Context: an optimization exercise on an open-source flow, tuned for small area, a short achievable clock period and few clock cycles per item. The choices shown serve that exercise and are no tape-out recipe.
Only simulation tests tie the RTL to the original design; equivalence was not proved.

`design.v`:
```
module cksum (
    input  wire        clk,
    input  wire        rst,
    input  wire        in_valid,
    output wire        in_ready,
    input  wire        first,
    input  wire        last,
    input  wire [3:0]  nbytes,
    input  wire [63:0] data,
    output reg         out_valid,
    output reg  [31:0] crc,
    output reg  [15:0] fl
);
    assign in_ready = 1'b1;
    function [31:0] crc_byte(input [31:0] c, input [7:0] b);
        integer r;
        reg [31:0] t;
        begin
            t = c ^ {24'd0, b};
            for (r = 0; r < 8; r = r + 1)
                t = t[0] ? ((t >> 1) ^ 32'hEDB88320) : (t >> 1);
            crc_byte = t;
        end
    endfunction
    function [15:0] fold(input [15:0] x);
        fold = {8'd0, x[7:0]} + {8'd0, x[15:8]};
    endfunction
    reg [31:0] crc_q;
    reg [15:0] s1_q, s2_q;
    reg [4:0]  k_q;
    reg [31:0] c_n;
    reg [15:0] s1_n, s2_n;
    reg [4:0]  k_n;
    reg [15:0] t1, t2;
    reg [15:0] fl_n;
    integer j;
    always @(*) begin
        c_n  = first ? 32'd0   : crc_q;
        s1_n = first ? 16'h00FF : s1_q;
        s2_n = first ? 16'h00FF : s2_q;
        k_n  = first ? 5'd0    : k_q;
        for (j = 0; j < 8; j = j + 1) begin
            if (j < nbytes) begin
                c_n  = crc_byte(c_n, data[8*j +: 8]);
                s1_n = s1_n + {8'd0, data[8*j +: 8]};
                s2_n = s2_n + s1_n;
                k_n  = k_n + 5'd1;
                if (k_n == 5'd20) begin
                    s1_n = fold(s1_n);
                    s2_n = fold(s2_n);
                    k_n  = 5'd0;
                end
            end
        end
        t1 = s1_n;
        t2 = s2_n;
        if (k_n != 5'd0) begin
            t1 = fold(t1);
            t2 = fold(t2);
        end
        t1 = fold(t1);
        t2 = fold(t2);
        fl_n = {t2[7:0], 8'd0} | t1;
    end
    always @(posedge clk) begin
        if (rst) begin
            crc_q     <= 32'd0;
            s1_q      <= 16'h00FF;
            s2_q      <= 16'h00FF;
            k_q       <= 5'd0;
            out_valid <= 1'b0;
            crc       <= 32'd0;
            fl        <= 16'd0;
        end else begin
            out_valid <= in_valid && last;
            if (in_valid) begin
                crc_q <= c_n;
                s1_q  <= s1_n;
                s2_q  <= s2_n;
                k_q   <= k_n;
                if (last) begin
                    crc <= c_n;
                    fl  <= fl_n;
                end
            end
        end
    end
endmodule
```
`run.sh`:
```
#!/bin/bash
# synth_recipe.tcl (not shown) runs the flow's synth.tcl, then flattens the netlist and writes it again
# the make line also repeats each setting of config.mk as NAME=value (left out here)
make -C /OpenROAD-flow-scripts/flow DESIGN_CONFIG=/design/flow/config.mk WORK_HOME=/design/flow/orfs CLKGATE_MAP_FILE= SYNTH_SCRIPT=/design/flow/synth_recipe.tcl finish
```
`config.mk`:
```
export PLATFORM = sky130hd
export DESIGN_NAME = cksum
export DESIGN_NICKNAME = cksum
export VERILOG_FILES = /design/flow/design.v
export SDC_FILE = /design/flow/constraint.sdc
export NUM_CORES = 4
export LEC_CHECK = 0
export CAP_MARGIN = 20
export CORE_MARGIN = 2
export CORE_UTILIZATION = 40
export SLEW_MARGIN = 20
```
`constraint.sdc`:
```
create_clock -name core_clock -period 38.0 [get_ports {clk}]
set_input_delay 7.6000 -clock core_clock [delete_from_list [all_inputs] [get_ports {clk}]]
set_output_delay 7.6000 -clock core_clock [all_outputs]
set_load 0.01 [all_outputs]
```
==> impl_metrics.yaml <==
synth:
  synth-seq-cells: 118
  ys_seq_area_share_pct: 6.35
  syn_avg_cell_area_um2: 7.16
  ys_async_sr_fraction_pct: 0
  netlist_top_cells_area: "xnor2_1 14%, ha_1 12%, a21oi_1 7.1%, dfxtp_1 6.4%, nor2_1 5.5%"
  yosys.area.top_type: "xnor2_1"
  synthFlopType: "dfxtp_1"
  syn_inst: 5192
  syn-num-nets: 5660
  synthesis.area_um2: 37200
  yosysTopAreaCellShare_pct: 13.5
  yosys_warnings: 1
  synthDistinctLibCells: 116
  synth-edff-count: 0
clock_network:
  htree_levels: 4
  clock_sinks: 118
  hold_buffers: 0
  cts_buffers: 17
  clk-insertion-delay-late_ns: 0.43
  cts_tree: "done"
  clock-root-buffer: "clkbuf_16"
  clk_pin_slew_ns: 0.06
  clk_path_buf_depth: 2
placement:
  hpwl_um: 121000
  pre_cts_ws_ns: -0.677
  portBuffers: 121
  dpl_cell_area_um2: 41700
  place.gp.congestion: 1.00
detailed_routing:
  drc_errors: 0
  top_layer_used: "met4"
  viasPerCell: 5.85
  first_pass_iters: 6
  final_antenna_net_count: 0
  wl_um: 149000
  post_drt_wl_per_cell_um: 22.1
  first_iter_violations: 3965
  wl_met2_um: 66900
  dr_wl_met3_um: 11000
  wl_met1_um: 64800
  vias: 39200
setup_path:
  path_buf_inv: 19
  arrival_ns: 36.63
  r2r_cells: 164
  critPathMaxFanout: 5
  startpoint_type: "primary input"
  reg2reg_slack_ns: 8.80
  cp-end-kind: "register"
  path_class: "in2reg"
  required_ns: 38.36
  reg2reg_from: "s1_q[0]"
  crit_top_cell: "a21oi_1"
  crit_start: "data[0]"
  critPathTopFamily: "compound AO/OA/AOI/OAI gates"
  r2r-end: "fl[14]"
  cp_slowest_stage_delay_ns: 0.51
  critPathSlowestCell: "fa_1"
layout:
  area_growth_pct: 17.7
  final_area_um2: 43700
  final_nets: 5920
  fin_util_pct: 47.6
  drive_gt1_share_pct: 14.7
floorplanning:
  dieHeight_um: 309
  core-area_um2: 91900
  dieArea_um2: 95400
  row_count: 111
  io_pins: 123
  initial_core_util_pct: 40.4
  die_w_um: 309
timing:
  worstMarginPinSlew_ns: 1.35
  slew_headroom_pct: 10.1
  postLayoutSetupSlackWorst_ns: 1.73
  finClkSkew_ns: 0.0113
  drv_slew: 0
  hold_viol_final: 0
  period_share_pct: 95.4
  max_freq_mhz: 27.6
  setup_violations: 0
  min_period_ns: 36.27
hold_path:
  min_path_type: "reg2reg"
  min_path_cells: 2
  worstHoldStart: "crc[6]"
  hold_end: "crc[6]"
job:
  cap_violations: 0
status:
  status: "timing/DRC/antenna clean"
global_routing:
  grt.total_usage_pct: 29.8
  grt_max_degree: 100
  grt_pass1_wl_um: 218000
  grt_pass1_vias: 35800
  antenna_found_initial: 1
  grt-ovfl-total: 0
## cells by family after synthesis
family,Yosys count,synth area share (%)
compound gates,1565,26.9
xor+xnor,848,23.7
fa+ha+maj,395,14.0
buf+inv,561,5.87
flops,118,6.35
mux,139,3.85
other cells,1,0.0101
simple gates,1565,19.3
## routing by layer
metal	track usage, %	vias up
met4	9.87	0
met2	48.4	1628
li1	-	18900
met1	41.0	18500
met5	0	-
met3	3.08	274
## timing repair
item | CTS | global route
setup buffers | 0 | 27
gates resized for setup | 3 | 307
setup endpoints to repair | 4 | 17
endpoints found under the hold margin | 0 | 0
pin swaps | 0 | 39
## registers in the layout, summed over array words and instances, names as in the netlist
| name | cells |
|---|---|
| crc | 32 |
| s1_q | 16 |
| fl | 16 |
| crc_q | 32 |
| k_q | 5 |
| out_valid | 1 |
| s2_q | 16 |
## through the flow
stage | std cells | setup TNS, ns | hold WS, ns
after floorplan | 5192 | 0 | 0.433
after global placement | 6649 | -1.24 | 0.444
after detailed placement | 6649 | -2.81 | 0.447
after CTS | 6681 | 0 | 0.455
after global routing | 6708 | -0.740 | 0.481
final | 6709 | 0 | 0.452
## worst max-delay path by stage
stage	endpoint	slack, ns	depth (start not counted)
3_3_place_gp	fl[14]	-0.42	166
2_1_floorplan	fl[14]	2.02	168
6_report	fl[14]	1.73	164
5_1_grt	fl[14]	-0.35	168
3_5_place_dp	fl[14]	-0.68	166
4_1_cts	fl[14]	0.02	165
## synth_stat cells (15+ instances only)
cell      count
mux2i_1     112
nand4_1      19
or2_2        34
o31ai_1      15
xnor2_1     574
and2_1       57
xnor3_1      67
fa_1         36
a21oi_1     527
o211ai_1     54
and3_1       36
a22o_1       19
clkbuf_1    194
a211oi_1     78
o21bai_1    150
nor2b_1      58
xor2_1      165
o21ai_0     303
nand3_1      94
nor2_1      549
mux2_2       25
or3_1        34
xnor2_2      21
ha_1        359
o21a_1       39
buf_1        31
nand2_1     469
a22oi_1      22
a21o_1       80
buf_2        34
dfxtp_1     118
a31oi_1      67
inv_1       294
nand2b_1     30
nor3_1      102
## placed cells by master (no fill, tap or decap), types with 33 or more instances in the layout
| cell type | instances |
|---|---|
| a31oi_1 | 60 |
| buf_4 | 388 |
| a21o_1 | 80 |
| nand2_1 | 466 |
| o21a_1 | 36 |
| or2_2 | 33 |
| dfxtp_1 | 118 |
| nor3_1 | 96 |
| o21ai_1 | 42 |
| xor2_1 | 151 |
| mux2i_1 | 111 |
| and2_1 | 56 |
| fa_1 | 36 |
| xnor2_1 | 533 |
| xnor2_2 | 57 |
| inv_1 | 292 |
| xnor3_1 | 67 |
| clkdlybuf4s50_1 | 116 |
| o21ai_0 | 249 |
| a211oi_1 | 72 |
| or3_1 | 33 |
| and3_1 | 34 |
| nor2_1 | 530 |
| a21oi_2 | 93 |
| a21oi_1 | 433 |
| o21bai_1 | 144 |
| nor2b_1 | 57 |
| ha_1 | 351 |
| o211ai_1 | 54 |
| nand3_1 | 92 |
## cell type report
class / instances / area [µm²]
Clock buffer: 17 / 425
Clock inverter: 15 / 190
Tap cell: 1243 / 1560
Sequential cell: 118 / 2360
Multi-Input combinational cell: 4513 / 34000
Fill cell: 9399 / 48200
Antenna cell: 1 / 2.50
Inverter: 294 / 1100
Timing Repair Buffer: 508 / 4130
## worst register-to-register path: cells and delay by family, from the launching register on
kind | cells | cell delay, ns
AOI/OAI and AO/OA | 72 | 11.67
adders and majority gates | 24 | 8.00
xor gates and xnor gates | 12 | 2.05
buffers and inverters | 18 | 1.93
DFF | 1 | 0.45
and+or+nand+nor | 38 | 5.05
Testbench counts, summed over its fixed seeds: cycles 52,981, bytes 403,081.

## re-timing with driven ports
How much do the figures lean on ideal ports? The routed layout below was timed once more, with nothing changed but the port constraints.
Step 1 assumes that a clkbuf_16 drives the clock port and a buf_2 every other input.
Step 2 moves the port delays by t, midway between the first and last clock arrival at a register: inputs arrive t later, outputs are due t later. That takes back most of the time a late clock gives input paths.
Three values: no drivers, after step 1, after step 2; two values: the first two.
shift t [ns]: 0.474
setup WS [ns]: 1.731 / 1.739 / 1.265
latest minus earliest clock arrival (ns): 0.012 / 0.012
worst register clock-pin slew, ns: 0.06 / 0.06
worst data-port slew with drivers (ns): 0.16
After both steps setup and hold are still met in this run. The setup slack of this run moves by +0.008 ns with the drivers and by -0.466 ns with both steps.
